From an optimization exercise on the open Yosys and OpenROAD flow, aimed at small area, a short achievable clock period and few clock cycles per item; shortcuts taken in it are not production practice. RTL that was checked went through simulation tests only; none was proved equivalent to the original. Power figures rest on the tool's default switching activity, not on a simulated workload.

## fm_decoder
module fm_decoder (
    input  wire         clk,
    input  wire         rst_n,
    input  wire         cmd_valid,
    output reg          cmd_ready,
    input  wire [31:0]  cmd_data,
    output reg          res_valid,
    input  wire         res_ready,
    output reg  [15:0]  res_head,
    output reg  [103:0] res_payload,
    output wire [31:0]  dstat
);
    localparam [1:0] C_NOBAR  = 2'd0,
                     C_NOPROG = 2'd1,
                     C_CSERR  = 2'd2,
                     C_PROG   = 2'd3;
    localparam [3:0] R_OK       = 4'd0,
                     R_EMPTY    = 4'd1,
                     R_LEFT     = 4'd2,
                     R_RIGHT    = 4'd3,
                     R_BARCOUNT = 4'd4,
                     R_SHORT    = 4'd5,
                     R_LONG     = 4'd6,
                     R_GAP      = 4'd7,
                     R_SIG      = 4'd8,
                     R_HTYPE    = 4'd9,
                     R_HINDEX   = 4'd10,
                     R_DIRECT   = 4'd11,
  ...
Size in the first run: roughly 7200 cells after synthesis, ~1700 flip-flops, ~190 I/O pins, roughly 88000 sq um of cells after synthesis.
export LEC_CHECK = 0
export ABC_CLOCK_PERIOD_IN_PS = 5000
export CAP_MARGIN = 30
export CORE_MARGIN = 2
export CORE_UTILIZATION = 55
export CTS_CLUSTER_DIAMETER = 100
export CTS_CLUSTER_SIZE = 25
export PLACE_DENSITY = 0.7
export SLEW_MARGIN = 30
create_clock -name core_clock -period 22.0 [get_ports {clk}]
standard.sh (not shown) runs the stock make flow with config.mk's settings and CLKGATE_MAP_FILE= SYNTH_SCRIPT=/design/flow/synth_recipe.tcl, a recipe that flattens the netlist after the stock synthesis.
==> flow/flow/run.sh <==
#!/bin/bash
# The standard layout (standard.sh: ORFS synth .. finish, unchanged scripts),
# with the resizer's setup repair asked to keep a larger slack margin so that it
# works on paths the 22 ns clock alone would leave untouched, and with plain
# buffers (instead of the delay cells buffer_ports picks by default) on the
# ports. The SDC, clock period and all other settings are the design's.
set -euo pipefail
export SETUP_SLACK_MARGIN=16
export BUFFER_PORTS_ARGS="-buffer_cell sky130_fd_sc_hd__buf_2"
bash standard.sh > standard_flow.log 2>&1
Next try:
--- a/flow/design.v
+++ b/flow/design.v
@@ -70,19 +70,19 @@
     wire is_lb    = (op == 4'h9);
     wire is_pix   = (op == 4'hA) && z27_1;
     wire is_le    = (op == 4'hB) && z27_0;
     wire is_run   = (op == 4'hC) && z27_15;
     wire lb_ok  = !aborted && !line_open && lt14(cmd_data[13:0], cmd_data[27:14]);
     wire run_ok = line_open && (is_pix ? rem_nz : !lt14(rem_eff, cmd_data[13:0]));
     wire le_ok  = line_open && !rem_nz;
     wire a_refuse = cmd_data[31] && !is_scan &&
                     !(is_lb && lb_ok) && !((is_pix || is_run) && run_ok) && !(is_le && le_ok);
-    reg  [14:0] q_data;
+    reg  [27:0] q_data;
     reg         q_begin, q_run, q_pix, q_end;
     reg  [2:0]  est;
     always @(posedge clk) begin
         rem_prev <= rem_eff;
         if (cmd_fire && op == 4'h9) begin
             rem_b <= cmd_data[27:14];
             rem_c <= cmd_data[13:0];
         end else begin
             rem_b <= rem_eff;
@@ -104,25 +104,20 @@
         end else begin
             q_ref   <= cmd_fire && a_refuse;
             q_begin <= cmd_fire && is_lb && lb_ok;
             q_run   <= cmd_fire && is_run && run_ok;
             q_pix   <= cmd_fire && is_pix && run_ok;
             q_end   <= cmd_fire && is_le && le_ok;
         end
     end
     always @(posedge clk)
-        q_data <= cmd_data[14:0];
+        q_data <= cmd_data[27:0];
     reg  [13:0] left_b, right_b;
-    always @(posedge clk)
-        if (cmd_fire && op == 4'h9 && !line_open && !aborted) begin
-            left_b  <= cmd_data[13:0];
-            right_b <= cmd_data[27:14];
-        end
     reg         seen_fg, prev_fg;
     reg         left_fail;         
     reg  [13:0] rem_last;          
     reg  [7:0]  n_black;           
     reg  [9:0]  cur_black;         
     reg  [10:0] cur_white, gap_min, gap_max;
     reg  [9:0]  orw;               
     wire [13:0] b_count = q_pix ? 14'd1 : {q_data[13:0]};
     wire        b_fg    = q_pix ? q_data[0] : q_data[14];
@@ -154,18 +149,20 @@
                 bw_idx = n_black;
             end
         end
     end
     wire [8:0]  bw_wd9 = (bw_wd >= 10'd511) ? 9'd511 : bw_wd[8:0];
     wire [7:0]  bw_wd8 = (bw_wd >= 10'd255) ? 8'd255 : bw_wd[7:0];
     wire        bw_wr  = bw_we;
     always @(posedge clk) begin
         if (q_begin) begin
+            left_b    <= q_data[13:0];
+            right_b   <= q_data[27:14];
             seen_fg   <= 1'b0;
             prev_fg   <= 1'b0;
             n_black   <= 8'd0;
             cur_white <= 11'd0;
             gap_min   <= 11'h7FF;
             gap_max   <= 11'd0;
             orw       <= 10'd0;
         end else if (b_act) begin
             if (b_fg) begin
What happened: Sequential share of layout area increases by 0.33 points; first-iteration DRC count decreases by 4.4%; core utilization is about the same; count of clock-buffer cells in the layout increases by 3; global-route usage decreases by 0.42 points; final area barely changes; cell count decreases by 1.7%; synthesized cell count decreases by about 2.4%; die area barely changes; wire length decreases by about 1.1%.
Testbench counts after the change, summed over its fixed seeds: cycles 223,144, lines 888.
No functional check of the RTL was part of the first run of this note.

* * *

fm_decoder with an RTL version that a note above also has.
Size in the first run: about 7000 cells after synthesis, about 1700 flip-flops, ~190 I/O pins, about 0.088 mm^2 of cells after synthesis.
clock: 22.0 ns
lec_check: 0
abc_clock_period_in_ps: 5000
cap_margin: 30
core_margin: 2
core_utilization: 45
cts_cluster_diameter: 100
cts_cluster_size: 25
place_density: 0.6
slew_margin: 30
Scripts as last shown in full above: flow/flow/run.sh
Testbench counts at the start, summed over its fixed seeds: cycles 223,144, lines 888.
Rerun with:
--- a/flow/design.v
+++ b/flow/design.v
@@ -298,25 +298,26 @@
             end
             for (i = 0; i < 8; i = i + 1)
                 g3[i] = (i >= 4) ? (g2[i] | (q2[i] & g2[i-4])) : g2[i];
             ge256 = a[8] ^ b[8] ^ g3[7];
         end
     endfunction
-    wire [8:0]  thr_h  = 9'd256 - {2'b00, n_black[7:1]};    
     wire [17:0] k1a = csa9({5'd0, part[3:0]},   {5'd0, part[7:4]},   {5'd0, part[11:8]});
     wire [17:0] k1b = csa9({5'd0, part[15:12]}, {5'd0, part[19:16]}, {5'd0, part[23:20]});
     wire [17:0] k1c = csa9({5'd0, part[27:24]}, {5'd0, part[31:28]}, {5'd0, part[35:32]});
     wire [17:0] k1d = csa9({5'd0, part[39:36]}, {5'd0, part[43:40]}, {5'd0, part[47:44]});
     wire [17:0] k2a = csa9(k1a[17:9], k1a[8:0], k1b[17:9]);
     wire [17:0] k2b = csa9(k1b[8:0],  k1c[17:9], k1c[8:0]);
-    wire [17:0] k2c = csa9(k1d[17:9], k1d[8:0], thr_h);
     wire [17:0] k3a = csa9(k2a[17:9], k2a[8:0], k2b[17:9]);
-    wire [17:0] k3b = csa9(k2b[8:0],  k2c[17:9], k2c[8:0]);
+    wire [17:0] k3b = csa9(k2b[8:0],  k1d[17:9], k1d[8:0]);
     wire [17:0] k4a = csa9(k3a[17:9], k3a[8:0], k3b[17:9]);
-    wire [17:0] k6h = csa9(k4a[17:9], k4a[8:0], k3b[8:0]);
-    wire [17:0] k6u = csa9(k6h[17:9], k6h[8:0], 9'h1FF);
+    wire [8:0]  thr_h  = 9'd256 - {2'b00, n_black[7:1]};    
+    wire [8:0]  thr_h1 = 9'd255 - {2'b00, n_black[7:1]};    
+    wire [17:0] k5a = csa9(k4a[17:9], k4a[8:0], k3b[8:0]);
+    wire [17:0] k6h = csa9(k5a[17:9], k5a[8:0], thr_h);
+    wire [17:0] k6u = csa9(k5a[17:9], k5a[8:0], thr_h1);
     wire        ge_h  = ge256(k6h[17:9], k6h[8:0]);
     wire        ge_h1 = ge256(k6u[17:9], k6u[8:0]);
     reg  [1:0]  ph;
     reg         en_q, skip_up, up_pend;
     wire        rsel_up = (ph == 2'd0) || (est == E_CLASS);
     wire        enough = en_q;
@@ -493,28 +494,28 @@
             up_unk  <= 1'b0;
             if (tp_ok)
                 cmp_v <= tp;
         end else if (est == E_VER1) begin
             ver1 <= !ge_h;
         end else if (est == E_VER2) begin
-            p_lo    <= tp;
-            p_up    <= tp;
-            up_unk  <= ver_ok && !ge_h1;
-            ph      <= 2'd0;
-            skip_up <= 1'b1;
-            cmp_v   <= {1'b0, orw_smear[9:1]};
+            if (ver_ok) begin
+                p_lo   <= tp;
+                p_up   <= tp;
+                up_unk <= !ge_h1;
+            end else begin
+                ph      <= 2'd0;
+                skip_up <= 1'b1;
+                cmp_v   <= {1'b0, orw_smear[9:1]};
+            end
         end else if (est == E_SRCH) begin
             case (ph)
             2'd0: begin
                 if (!skip_up) begin
                     p_up   <= rnew;
                     bit_up <= bit_up - 4'd1;
                     cmp_v  <= rnext;
-                end else begin
-                    p_lo   <= 10'd0;
-                    p_up   <= 10'd0;
                 end
                 skip_up <= 1'b0;
                 ph      <= 2'd1;
             end
             2'd1: begin
                 en_q <= ge_h;
Result: Non-clock buffer count increases by 19. Hold slack gets better by 0.0097 ns. Global-route usage increases by 0.30 points. First-iteration DRC count increases by a few percent. Utilization increases by 0.45 points. Routed wire length increases by a few percent. Clock power stays flat. Clock skew increases by 0.0061 ns.
Testbench counts after the change, summed over its fixed seeds: cycles 223,144, lines 888.

* * *

RTL: one of the versions met above, not the one the previous note started from.
Size in the first run: roughly 190 I/O pins, about 88000 um2 of cells after synthesis.
==> flow/config.mk <==
export PLATFORM = sky130hd
export DESIGN_NAME = fm_decoder
export DESIGN_NICKNAME = fm_decoder
export VERILOG_FILES = /design/flow/design.v
export SDC_FILE = /design/flow/constraint.sdc
export NUM_CORES = 4
export LEC_CHECK = 0
export ABC_CLOCK_PERIOD_IN_PS = 5000
export CAP_MARGIN = 30
export CORE_MARGIN = 2
export CORE_UTILIZATION = 45
export CTS_CLUSTER_DIAMETER = 100
export CTS_CLUSTER_SIZE = 25
export PLACE_DENSITY = 0.6
export SLEW_MARGIN = 30
==> flow/constraint.sdc <==
create_clock -name core_clock -period 22.0 [get_ports {clk}]
set_input_delay 4.4000 -clock core_clock [delete_from_list [all_inputs] [get_ports {clk}]]
set_output_delay 4.4000 -clock core_clock [all_outputs]
set_load 0.01 [all_outputs]
==> flow/flow/run.sh <==
#!/bin/bash
# The standard layout (standard.sh: ORFS synth .. finish, unchanged scripts),
# with the resizer's setup repair asked to keep a larger slack margin so that it
# works on paths the 22 ns clock alone would leave untouched, and with plain
# buffers (instead of the delay cells buffer_ports picks by default) on the
# ports. The SDC, clock period and all other settings are the design's.
set -euo pipefail
export SETUP_SLACK_MARGIN=16.5
export BUFFER_PORTS_ARGS="-buffer_cell sky130_fd_sc_hd__buf_2"
bash standard.sh > standard_flow.log 2>&1
Testbench counts at the start, summed over its fixed seeds: cycles 223,144, lines 888.
Edit:
--- a/flow/design.v
+++ b/flow/design.v
@@ -264,14 +264,16 @@
     genvar gp;
     generate
         for (gp = 0; gp < 12; gp = gp + 1) begin : g_pc
             fm_pc11 u_pc (.b(le_v[11*gp+10:11*gp]), .s(pc[4*gp+3:4*gp]));
         end
     endgenerate
     reg  [47:0] part;
+    reg         part_ok;           
+    reg         part_up;           
     reg  [9:0]  p_lo, p_up;        
     reg  [3:0]  bit_lo, bit_up;    
     function [17:0] csa9;
         input [8:0] a, b, c;
         reg   [8:0] cy;
         begin
             cy    = (a & b) | (a & c) | (b & c);
@@ -313,20 +315,18 @@
     wire [8:0]  thr_h  = 9'd256 - {2'b00, n_black[7:1]};    
     wire [8:0]  thr_h1 = 9'd255 - {2'b00, n_black[7:1]};    
     wire [17:0] k5a = csa9(k4a[17:9], k4a[8:0], k3b[8:0]);
     wire [17:0] k6h = csa9(k5a[17:9], k5a[8:0], thr_h);
     wire [17:0] k6u = csa9(k5a[17:9], k5a[8:0], thr_h1);
     wire        ge_h  = ge256(k6h[17:9], k6h[8:0]);
     wire        ge_h1 = ge256(k6u[17:9], k6u[8:0]);
-    reg  [1:0]  ph;
-    reg         en_q, skip_up, up_pend;
-    wire        rsel_up = (ph == 2'd0) || (est == E_CLASS);
-    wire        enough = en_q;
-    wire [3:0]  rbit   = rsel_up ? bit_up : bit_lo;
-    wire [9:0]  rpre   = rsel_up ? p_up : p_lo;
+    wire [6:0]  half  = n_black[7:1];
+    wire        enough = part_up ? ge_h1 : ge_h;
+    wire [3:0]  rbit   = part_up ? bit_up : bit_lo;
+    wire [9:0]  rpre   = part_up ? p_up : p_lo;
     wire [9:0]  rbitm  = 10'd1 << rbit;
     wire [9:0]  rnew   = enough ? rpre : (rpre | rbitm);
     wire [9:0]  rnext  = rnew | ((rbitm >> 1) - 10'd1) ;
     wire [131:0] cls = ~le;        
     reg  [127:0] pk;
     integer bi;
     always @* begin
@@ -426,29 +426,30 @@
         end else if (d_len < 5'd10 && d_zero == row0) begin
             d_class = C_NOPROG; d_reason = R_DIRECT;
         end else begin
             d_class = C_CSERR;  d_reason = R_CSUM;
         end
     end
     reg         pass2;
+    reg         own_up;            
     reg  [9:0]  tp;
     reg         tp_ok, ver1, up_unk;
     wire        ver_ok     = ver1 && ge_h;
     wire        res_free   = !res_valid;
     wire        geo_go     = (est == E_WAIT || q_end) && res_free;
     wire        geo_fail   = (g_reason != R_OK);
     wire        dec_retry  = (est == E_DEC) && !pass2 && (d_class == C_CSERR);
     wire        dec_commit = ((est == E_DEC) && !dec_retry) || (geo_go && geo_fail);
     wire        dec_again  = dec_retry && up_unk;
     wire        dec_take2  = pass2 && (d_class != C_PROG);
     wire [1:0]  out_class  = (est == E_DEC) ? (dec_take2 ? C_CSERR : d_class)  : C_NOBAR;
     wire [3:0]  out_reason = (est == E_DEC) ? (dec_take2 ? R_CSUM  : d_reason) : g_reason;
     wire [3:0]  out_len    = (out_class == C_PROG) ? d_len[3:0] : 4'd0;
     wire        out_upper  = (est == E_DEC) && pass2;
-    wire        lo_last    = (est == E_SRCH) && (ph == 2'd2) && (bit_lo == 4'd0);
+    wire        lo_last    = (est == E_SRCH) && part_ok && !part_up && (bit_lo == 4'd0);
     always @(posedge clk or negedge rst_n) begin
         if (!rst_n) begin
             est       <= E_IDLE;
             cmd_ready <= 1'b1;
             res_valid <= 1'b0;
             tp_ok     <= 1'b0;
         end else begin
@@ -483,68 +484,59 @@
     always @(posedge clk) begin
         part <= pc;
         if (geo_go) begin
             p_lo    <= 10'd0;
             p_up    <= 10'd0;
             bit_lo  <= g_msb;
             bit_up  <= g_msb;
-            ph      <= 2'd1;
-            skip_up <= 1'b0;
-            up_pend <= 1'b0;
+            part_ok <= 1'b1;
+            part_up <= 1'b0;
+            own_up  <= 1'b1;
             pass2   <= 1'b0;
             up_unk  <= 1'b0;
             if (tp_ok)
                 cmp_v <= tp;
         end else if (est == E_VER1) begin
             ver1 <= !ge_h;
         end else if (est == E_VER2) begin
             if (ver_ok) begin
                 p_lo   <= tp;
                 p_up   <= tp;
                 up_unk <= !ge_h1;
             end else begin
-                ph      <= 2'd0;
-                skip_up <= 1'b1;
+                part_ok <= 1'b0;
+                own_up  <= 1'b0;
                 cmp_v   <= {1'b0, orw_smear[9:1]};
             end
         end else if (est == E_SRCH) begin
-            case (ph)
-            2'd0: begin
-                if (!skip_up) begin
+            part_ok <= 1'b1;
+            part_up <= own_up;
+            own_up  <= !own_up;
+            if (part_ok) begin
+                if (part_up) begin
                     p_up   <= rnew;
                     bit_up <= bit_up - 4'd1;
                     cmp_v  <= rnext;
+                end else begin
+                    p_lo   <= rnew;
+                    bit_lo <= bit_lo - 4'd1;
+                    cmp_v  <= (bit_lo == 4'd0) ? rnew : rnext;
                 end
-                skip_up <= 1'b0;
-                ph      <= 2'd1;
             end
-            2'd1: begin
-                en_q <= ge_h;
-                ph   <= 2'd2;
-            end
-            default: begin
-                p_lo    <= rnew;
-                bit_lo  <= bit_lo - 4'd1;
-                cmp_v   <= (bit_lo == 4'd0) ? rnew : rnext;
-                en_q    <= ge_h1;
-                up_pend <= (bit_lo == 4'd0);
-                ph      <= 2'd0;
-            end
-            endcase
         end else if (est == E_CLASS) begin
-            up_pend <= 1'b0;
-            if (up_pend)
+            part_ok <= 1'b0;
+            if (part_ok && part_up)
                 p_up <= rnew;
         end else if (dec_again) begin
             p_lo    <= 10'd0;
             p_up    <= 10'd0;
             bit_lo  <= g_msb;
             bit_up  <= g_msb;
-            ph      <= 2'd0;
-            skip_up <= 1'b1;
+            part_ok <= 1'b0;
+            own_up  <= 1'b0;
             up_unk  <= 1'b0;
             cmp_v   <= {1'b0, orw_smear[9:1]};
         end else if (dec_retry) begin
             cmp_v <= p_up;
             pass2 <= 1'b1;
         end else if (est == E_IDLE || est == E_WAIT) begin
             cmp_v <= tp_ok ? (tp - 10'd1) : {1'b0, orw_smear[9:1]};
=>
- via count drops by 1.5%
- final area climbs by 1.4%
- first-iteration DRC count drops by 0.59%
- total power drops by about 17%
- worst setup slack loses 0.44 ns
No functional check of the RTL was part of the second run of this note.

==> re-timing with driven ports <==
No port has a modelled driver above. Below, the same layouts with a new extraction and two added sets of constraints.
Step 1, drivers: a clkbuf_16 drives clk and a buf_2 each remaining input, both assumed.
Step 2 times the ports against the registers' clock, not the clock port: input delays grow and output delays shrink by t, the midpoint of the rising clock arrivals with the driver on.
Three values: ideal ports, drivers, drivers and shift; two values: the first two.
run	shift t [ns]	setup slack, ns	worst data-port slew with drivers (ns)
the first run of note 1	0.838	15.987 / 15.895 / 15.179	0.08
the second run of note 1	0.818	16.026 / 15.932 / 15.415	0.11
the first run of note 2	0.830	15.998 / 15.914 / 15.379	0.11
the second run of note 2	0.811	16.017 / 15.931 / 15.392	0.04
the first run of note 3	0.835	16.006 / 16.006 / 15.494	0.11
the second run of note 3	0.815	15.571 / 15.571 / 15.387	0.06
After both steps setup and hold are still met in every run listed. The setup slack of the first run of note 1, which loses most, moves by -0.092 ns with the drivers and by -0.808 ns with both steps.
